This design comes from an exercise in tuning for a short achievable clock period and few clock cycles on the open sky130 flow, not from production work. The RTL was checked by simulation tests, not by an equivalence proof against the original design. No activity file was given, so power comes from the tool's default toggle rates.

==> run H <==
==> flow/design.v (excerpt) <==
module asd_jtag_engine (
    input  wire        clk,
    input  wire        rst,
    input  wire        start,
    input  wire [11:0] data_size,
    input  wire        hw_mode,
    input  wire        chain_multi,
    input  wire        wscan_enforce,
    output reg         ready,
    output reg         done,
    output reg  [7:0]  status,
    output reg  [11:0] pl_addr,
    input  wire [7:0]  pl_data,
    output reg         call_valid,
    output reg  [3:0]  call_op,
    output reg  [15:0] call_arg,
    output reg  [15:0] call_arg2,
    output reg  [63:0] call_tdi,
    input  wire        call_ack,
    input  wire        call_fail,
    input  wire [63:0] call_rdata,
    output reg         rsp_valid,
    output reg  [7:0]  rsp_data
);
    localparam [3:0] C_SET_TAP_STATE  = 4'd1;
    localparam [3:0] C_SHIFT          = 4'd2;
    localparam [3:0] C_SET_TCK        = 4'd3;
    localparam [3:0] C_SET_PADDING    = 4'd4;
    localparam [3:0] C_WAIT_CYCLES    = 4'd5;
    localparam [3:0] C_TAP_RESET      = 4'd6;
    localparam [3:0] C_SET_CHAIN      = 4'd7;
    localparam [3:0] C_PIN_WRITE      = 4'd8;
    localparam [3:0] C_PIN_READ       = 4'd9;
    localparam [3:0] C_WAIT_PRDY      = 4'd10;
    localparam [3:0] C_WAIT_SYNC      = 4'd11;
    localparam [3:0] C_EVENT_CONFIG   = 4'd12;
    localparam [7:0] ST_SUCCESS   = 8'h00;
    localparam [7:0] ST_JTAG_FAIL = 8'h2A;
    localparam       I_IDLE = 0;
    localparam       I_OP   = 1;
    localparam       I_OPND = 2;
    localparam       I_PEEK = 3;
    localparam       I_END  = 4;
  ...
clock: 6.0 ns
lec_check: 0
abc_clock_period_in_ps: 2500
cap_margin: 20
core_margin: 2
core_utilization: 45
setup_slack_margin: 3.4
slew_margin: 20
standard.sh (not shown) runs the stock make flow with config.mk's settings and CLKGATE_MAP_FILE= SYNTH_SCRIPT=/design/flow/synth_recipe.tcl, a recipe that flattens the netlist after the stock synthesis.
==> flow/flow/run.sh <==
#!/bin/bash
export BUFFER_PORTS_ARGS="-buffer_cell sky130_fd_sc_hd__buf_4"
bash standard.sh > standard.log 2>&1
==> run R (differences from run H) <==
--- a/flow/design.v
+++ b/flow/design.v
@@ -77,11 +77,10 @@
     reg        jpeek;          
     reg [11:0] jtgt;
     reg        jmc;            
     reg [4:0]  jk;
     reg [7:0]  cur_op;
-    reg [9:0]  ck;             
     reg [3:0]  ocnt;           
     reg [2:0]  oidx;           
     reg [63:0] opnd;
     reg        m_hw, m_cm, m_we;
     reg [3:0]  tap;            
@@ -161,12 +160,12 @@
         for (li = 0; li < 17; li = li + 1) begin
             le_rem[li] = (rem <= li);
             le_ds[li]  = (data_size <= li);
         end
     end
-    reg         wrem_gt2, wrem_gt3;    
-    wire [11:0] wrem_n    = ((dst[I_OP]) ? rem : wrem) - ((b_skip == 2'd1) ? 12'd2 : 12'd3);
+    wire        wrem_gt2  = (wrem[11:4] != 8'd0) || (wrem[3:0] > 4'd2);
+    wire        wrem_gt3  = (wrem[11:4] != 8'd0) || (wrem[3:0] > 4'd3);
     wire [9:0]  jtag_tck = k_tck;
     wire [4:0]  multi_k  = {1'b0, b[3:0]} + 5'd1;
     wire [11:0] pc_jk    = pc + {7'd0, jk};
     reg        t_push;
     reg [3:0]  t_cop;
@@ -195,12 +194,10 @@
     reg        t_peek;         
     reg        t_rewind;       
     reg        t_mc;           
     reg        t_setx6;
     reg        t_settap;
-    wire        e_ok   = 1'b0;
-    wire [3:0]  e_end  = tap;
     always @(*) begin
         t_tdi     = opnd;
         t_tdi[oidx*8 +: 8] = b;
         t_cop     = C_TAP_RESET;
         t_arg     = 16'd0;
@@ -210,44 +207,73 @@
         t_chain   = 1'b0;
         t_tap     = tap;
         t_res     = 1'b1;
         t_op      = (dst[I_OPND]) ? cur_op : b;
         if (dst[I_OPND]) begin
-            if (ck[0]) begin
+            if (cur_op[7:6] != 2'b00) begin
                 t_cop  = C_SHIFT;
                 t_arg  = {6'd0, 1'b1, (cur_op[7:6] == 2'b11), 1'b0, cur_nbits};
                 t_emit = (cur_op[7:6] == 2'b11) ? E_SCAN : E_NONE;
                 t_nb   = cur_nb;
-                t_res  = e_ok;
-                t_arg2 = {12'd0, e_end};
-                t_tap  = e_end;
+                t_res  = 1'b0;
             end else begin
-                t_cop   = ({4{ck[1]}} & C_EVENT_CONFIG) | ({4{ck[2]}} & C_SET_TCK) |
-                          ({4{ck[3] | ck[4]}} & C_SET_PADDING) |
-                          ({4{ck[6] && !b[6]}} & C_PIN_WRITE) | ({4{ck[6] && b[6]}} & C_SET_CHAIN) |
-                          ({4{ck[7]}} & C_PIN_READ) | ({4{ck[8]}} & C_WAIT_CYCLES) |
-                          ({4{ck[9]}} & C_WAIT_SYNC);
-                t_arg   = ({16{ck[1] | ck[7]}} & {9'd0, b[6:0]}) | ({16{ck[2]}} & {6'd0, k_tck}) |
-                          ({16{ck[3]}} & {8'd0, b}) | ({16{ck[4]}} & {b, opnd[7:0]}) |
-                          ({16{ck[6] && !b[6]}} & {10'd0, b[5:0]}) | ({16{ck[6] && b[6]}} & {15'd0, b[0]}) |
-                          ({16{ck[8]}} & {7'd0, k_zero, b}) | ({16{ck[9]}} & opnd[15:0]);
-                t_arg2  = ({16{ck[1] | (ck[6] && !b[6])}} & {15'd0, b[7]}) |
-                          ({16{ck[3] | ck[8]}} & {15'd0, cur_op[0]}) |
-                          ({16{ck[4]}} & {14'd0, 1'b1, cur_op[0]}) |
-                          ({16{ck[9]}} & {b, opnd[23:16]});
-                t_emit  = ck[7] ? E_PIN : E_NONE;
-                t_chain = ck[6] && b[6];
+                case (cur_op[4:0])
+                    5'h00: begin
+                        t_cop  = C_EVENT_CONFIG;
+                        t_arg  = {9'd0, b[6:0]};
+                        t_arg2 = {15'd0, b[7]};
+                    end
+                    5'h01: begin
+                        t_cop  = C_SET_TCK;
+                        t_arg  = {6'd0, k_tck};
+                    end
+                    5'h02, 5'h03: begin
+                        t_cop  = C_SET_PADDING;
+                        t_arg  = {8'd0, b};
+                        t_arg2 = {15'd0, cur_op[0]};
+                    end
+                    5'h04, 5'h05: begin
+                        t_cop  = C_SET_PADDING;
+                        t_arg  = {b, opnd[7:0]};
+                        t_arg2 = {14'd0, 1'b1, cur_op[0]};
+                    end
+                    5'h07: begin
+                        if (!b[6]) begin
+                            t_cop  = C_PIN_WRITE;
+                            t_arg  = {10'd0, b[5:0]};
+                            t_arg2 = {15'd0, b[7]};
+                        end else begin
+                            t_cop   = C_SET_CHAIN;
+                            t_arg   = {15'd0, b[0]};
+                            t_chain = 1'b1;
+                        end
+                    end
+                    5'h08, 5'h09, 5'h0A, 5'h0B,
+                    5'h0C, 5'h0D, 5'h0E, 5'h0F: begin
+                        t_cop  = C_PIN_READ;
+                        t_arg  = {9'd0, b[6:0]};
+                        t_emit = E_PIN;
+                    end
+                    5'h10, 5'h11: begin
+                        t_cop  = C_WAIT_CYCLES;
+                        t_arg  = {7'd0, k_zero, b};
+                        t_arg2 = {15'd0, cur_op[0]};
+                    end
+                    default: begin
+                        t_cop  = C_WAIT_SYNC;
+                        t_arg  = opnd[15:0];
+                        t_arg2 = {b, opnd[23:16]};
+                    end
+                endcase
             end
         end else begin
             if (b[7]) begin
                 t_cop  = C_SHIFT;
                 t_arg  = {6'd0, 1'b0, 1'b1, 1'b0, k_nbits};
                 t_emit = E_SCAN;
                 t_nb   = k_nb;
-                t_res  = e_ok;
-                t_arg2 = {12'd0, e_end};
-                t_tap  = e_end;
+                t_res  = 1'b0;
             end else if (k_tap) begin
                 t_cop  = C_SET_TAP_STATE;
                 t_arg  = {12'd0, b[3:0]};
                 t_tap  = b[3:0];
             end else if (k_op12) begin
@@ -257,19 +283,10 @@
                 t_cop  = C_TAP_RESET;
                 t_tap  = 4'd0;
             end
         end
     end
-    reg  [3:0]  t_pend_op;
-    always @(*) begin
-        if (rem_zero)
-            t_pend_op = uwalk ? cand : tap;
-        else if (!uwalk)
-            t_pend_op = k_tap ? b[3:0] : tap;
-        else
-            t_pend_op = k_adopt ? b[3:0] : cand;
-    end
     always @(*) begin
         t_push    = 1'b0;
         t_patch   = 1'b0;
         t_pend    = tap;
         t_unpush  = 1'b0;
@@ -363,17 +380,18 @@
             end
             dst[I_OPND]: begin
                 if (pdv) begin
                     t_opnd = 1'b1;
                     if (ocnt == 4'd1) begin
-                        if (ck[0]) begin
+                        if (cur_op[7:6] != 2'b00) begin
                             t_push    = 1'b1;
                             t_newscan = 1'b1;
                         end else begin
-                            if (ck[1]) t_push = k_lt48;
-                            else if (ck[5]) t_setx6 = 1'b1;
-                            else if (ck[6]) begin
+                            case (cur_op[4:0])
+                                5'h00: t_push = k_lt48;
+                                5'h06: t_setx6 = 1'b1;
+                                5'h07: begin
                                     if (!b[6]) begin
                                         t_push = 1'b1;
                                     end else if (!m_cm) begin
                                         if (k_b31) t_fail = 1'b1;
                                         else                t_push = 1'b1;
@@ -384,11 +402,12 @@
                                             t_mc   = 1'b1;
                                             t_jump = 1'b1;
                                         end
                                     end
                                 end
-                            else t_push = 1'b1;
+                                default: t_push = 1'b1;
+                            endcase
                         end
                     end
                 end
             end
             dst[I_PEEK]: begin
@@ -414,27 +433,23 @@
     wire        i_emit   = i_hs && !call_fail && !c_chain && (c_emit != E_NONE);
     wire        i_want   = (call_valid ? (call_ack && !call_fail && !c_chain && (c_emit == E_NONE))
                                        : (ecnt[3:1] == 3'd0));
     wire        i_qne    = (wp != rp);
     wire        i_ppend  = p_valid && (p_idx == rp);
-    wire [3:0]  i_hend   = i_ppend ? p_end : t_pend_op;
-    wire        i_hres   = f_res[rp] || i_ppend || (t_patch && (dst[I_OP]) && (sidx == rp));
+    wire [3:0]  i_hend   = i_ppend ? p_end : t_pend;
+    wire        i_hres   = f_res[rp] || i_ppend || (t_patch && (sidx == rp));
     wire        i_pop    = i_want && i_qne && i_hres;
     wire        i_byp    = i_want && !i_qne && t_push && t_res;
     wire        i_cv     = (call_valid && !call_ack) || i_chain || i_pop || i_byp;
     wire [3:0]  i_ecnt   = i_emit ? c_nb : ((ecnt == 4'd0) ? 4'd0 : (ecnt - 4'd1));
     wire        i_done   = (dst[I_END]) && !i_qne && !i_cv && (i_ecnt == 4'd0);
-    reg         credit_r;       
-    wire        t_credit = credit_r;
+    wire        t_credit = !count[2];
     wire        t_jreq   = jpend && !jprep && (jpeek || t_credit);
     wire        t_req    = !jpend && (dst[I_OP] || (dst[I_OPND])) && t_credit;
     wire        t_qin    = t_push && !i_byp;
     wire        t_qout   = i_pop || t_unpush;
     wire [11:0] jtgt_p1  = jtgt + 12'd1;
-    wire        j_step   = (k_skip == 2'd1) ? wrem_gt2 : (k_skip == 2'd2) ? wrem_gt3 : 1'b0;
-    wire [11:0] j_tgt    = (dst[I_PEEK]) ? (j_step ? ((k_skip == 2'd1) ? wpc_p2 : wpc_p3) : rwpc)
-                                         : ((k_skip == 2'd1) ? pc_p2 : pc_p3);
     wire [3:0]  n_cop  = i_chain ? C_PIN_WRITE : i_qne ? f_cop[rp] : t_cop;
     wire [15:0] n_arg  = i_chain ? 16'd16 : i_qne ? f_arg[rp] : t_arg;
     wire [15:0] n_arg2 = i_chain ? {15'd0, c_arg[0]} :
                          i_qne ? (f_res[rp] ? f_arg2[rp] : {12'd0, i_hend}) : t_arg2;
     wire [63:0] n_tdi  = i_chain ? c_tdi : i_qne ? f_tdi[rp] : t_tdi;
@@ -460,13 +475,10 @@
         k_tck   <= {3'b000, p_div} << pl_data[7:6];
         if (t_opnd)
             opnd[oidx*8 +: 8] <= b;
         if (pdv && (dst[I_OP])) begin
             cur_op <= b;
-            ck     <= {(b == 8'h19), (b[7:1] == 7'h08), (b[7:3] == 5'h01), (b == 8'h07),
-                       (b == 8'h06), (b[7:1] == 7'h02), (b[7:1] == 7'h01), (b == 8'h01),
-                       (b == 8'h00), (b[7:6] != 2'b00)};
             ocnt   <= t_ocnt;
             oidx   <= 3'd0;
         end else if (t_opnd) begin
             ocnt   <= ocnt - 4'd1;
             oidx   <= oidx + 3'd1;
@@ -486,18 +498,14 @@
             cand <= b[3:0];
         if (pdv && (dst[I_OP])) begin
             rwpc  <= pc;
             rwrem <= rem;
             wpc   <= t_jt;
-            wrem  <= wrem_n;
-            wrem_gt2 <= (wrem_n > 12'd2);
-            wrem_gt3 <= (wrem_n > 12'd3);
+            wrem  <= rem - ((b_skip == 2'd1) ? 12'd2 : 12'd3);
         end else if (pdv && (dst[I_PEEK])) begin
             wpc   <= t_jt;
-            wrem  <= wrem_n;
-            wrem_gt2 <= (wrem_n > 12'd2);
-            wrem_gt3 <= (wrem_n > 12'd3);
+            wrem  <= wrem - ((b_skip == 2'd1) ? 12'd2 : 12'd3);
         end
         f_cop[wp]   <= t_cop;
         f_arg[wp]   <= t_arg;
         f_arg2[wp]  <= t_arg2;
         f_tdi[wp]   <= t_tdi;
@@ -581,11 +589,10 @@
             rem        <= 12'd0;
             le         <= 17'd1;
             rs_fix     <= 1'b0;
             jpend      <= 1'b0;
             jprep      <= 1'b0;
-            credit_r   <= 1'b1;
             tap        <= 4'd0;
             x6         <= 8'd0;
             unres      <= 1'b0;
             uwalk      <= 1'b0;
             p_valid    <= 1'b0;
@@ -601,11 +608,10 @@
                 rem     <= data_size;
                 le      <= le_ds;
                 rs_fix  <= 1'b0;
                 jpend   <= 1'b0;
                 jprep   <= 1'b0;
-                credit_r <= 1'b1;
                 jmc     <= 1'b0;
                 jrw     <= 1'b0;
                 dst     <= D_OP;
                 dfail   <= 1'b0;
                 unres   <= 1'b0;
@@ -658,25 +664,17 @@
             if (t_settap)
                 tap <= t_tap;
             if (t_setx6)
                 x6 <= b;
             if (t_newscan) begin
-                unres <= !e_ok;
+                unres <= 1'b1;
                 uwalk <= 1'b0;
             end else if (t_walk) begin
                 uwalk <= 1'b1;
             end else if (t_patch || t_unpush) begin
                 unres <= 1'b0;
             end
-            if (t_qin)
-                credit_r <= i_pop ? (count <= 3'd3) : (count <= 3'd2);
-            else if (i_pop && t_unpush)
-                credit_r <= (count <= 3'd5);
-            else if (i_pop || t_unpush)
-                credit_r <= (count <= 3'd4);
-            else
-                credit_r <= (count <= 3'd3);
             p_valid <= t_patch && !(i_pop && (sidx == rp));
             if (t_unpush)
                 wp <= wp - 3'd1;
             else if (t_push && !i_byp)
                 wp <= wp + 3'd1;
@@ -687,11 +685,11 @@
             if (!jpend) begin
                 jpeek <= t_pjump;
                 jmc   <= t_mc;
                 jk    <= multi_k;
                 jrw   <= t_rewind;
-                jtgt  <= j_tgt;
+                jtgt  <= t_rewind ? rwpc : t_jt;
             end
             if (jprep)
                 jtgt <= pc_jk;
             jprep <= t_jump && t_mc;
             if (t_jump)
- CORE_UTILIZATION: 45 -> 55
- SETUP_SLACK_MARGIN: 3.4 -> 3.8
==> run Z (differences from run H) <==
- CORE_UTILIZATION: 45 -> 55
==> results.tsv <==
stage	metric	value	unit
status	status	finished clean	
timing	FMAX	381	MHz
route	drt pass-1 iters	5	
timing	final setup margin	3370	ps
die	DIE HEIGHT	359	um
layout	fraction of area in multi-input gates	30.1	%
power	Clk pwr share	37.9	%
placement	# placed instances	6684	
global_routing	GR Util met3	5.93	%
critical_path	Reg-to-Reg Start	cur_op[1]$_DFFE_PP_	
critical_path	WP data required	6640	ps
global_routing	met1 Use GR	49.6	%
placement	dpl ws	1270	ps
power	Combinational Power	3.72	mW
global_routing	met2 Usage GRT	50.4	%
yosys	Synth area leaders	edfxtp_1 52%, dfxtp_1 13%, mux4_2 8.5%	
critical_path	R2R cell count	11	
(the above is from run R)
==> results.tsv <==
stage	metric	value	unit
route	drt pass-1 iters	7	
placement	dpl ws	1420	ps
critical_path	Reg-to-Reg Start	k_tap$_DFF_P_	
global_routing	met1 Use GR	43.3	%
critical_path	R2R cell count	9	
power	Combinational Power	1.95	mW
timing	FMAX	388	MHz
status	status	finished clean	
global_routing	GR Util met3	4.93	%
(the above is from run Z)
==> results.tsv <==
stage	metric	value	unit
layout	fraction of area in multi-input gates	28.9	%
power	Combinational Power	1.95	mW
layout	fin area	81800	sq um
timing	FMAX	375	MHz
global_routing	GR Util met3	4.08	%
placement	dpl ws	1150	ps
status	status	finished clean	
global_routing	met2 Usage GRT	39.4	%
critical_path	R2R cell count	4	
global_routing	met1 Use GR	34.8	%
layout	dominant kind of cell	registers	
placement	# placed instances	7158	
critical_path	WP data required	6450	ps
power	Clk pwr share	41.8	%
layout	Non-CTS buffers	434	
die	DIE HEIGHT	396	um
critical_path	Reg-to-Reg Start	wp[2]$_SDFFE_PP0P_	
timing	final setup margin	3330	ps
(the above is from run H)
Testbench counts of run H, summed over its fixed seeds: cycles 128,939.
Testbench counts of run R, summed over its fixed seeds: cycles 128,749.
Testbench counts of run Z, summed over its fixed seeds: cycles 128,939.

==> afterwards: timing with drivers on the ports <==
No port has a modelled driver above. Below, the same layouts with a new extraction and two added sets of constraints. Step 1 assumes that a clkbuf_16 drives the clock port and a buf_2 every other input. Step 2 adds t to the input delays and takes it off the output delays; t is the mean of the earliest and latest rising clock arrival at the registers after step 1. Input paths then give back, and output paths get back, about the clock's delay inside the block. a / b / c = no drivers / after step 1 / after step 2; a / b = the first two.
run | t, ns | slack for setup (ns) | worst setup path after step 2
run H | 0.893 | 3.333 / 3.333 / 2.599 | input to register
run R | 0.869 | 3.374 / 3.374 / 2.692 | input to register
run Z | 0.882 | 3.421 / 3.369 / 2.556 | input to register
After both steps every run listed still meets setup and hold. The setup slack of run Z, which loses most, moves by -0.052 ns with the drivers and by -0.865 ns with both steps.
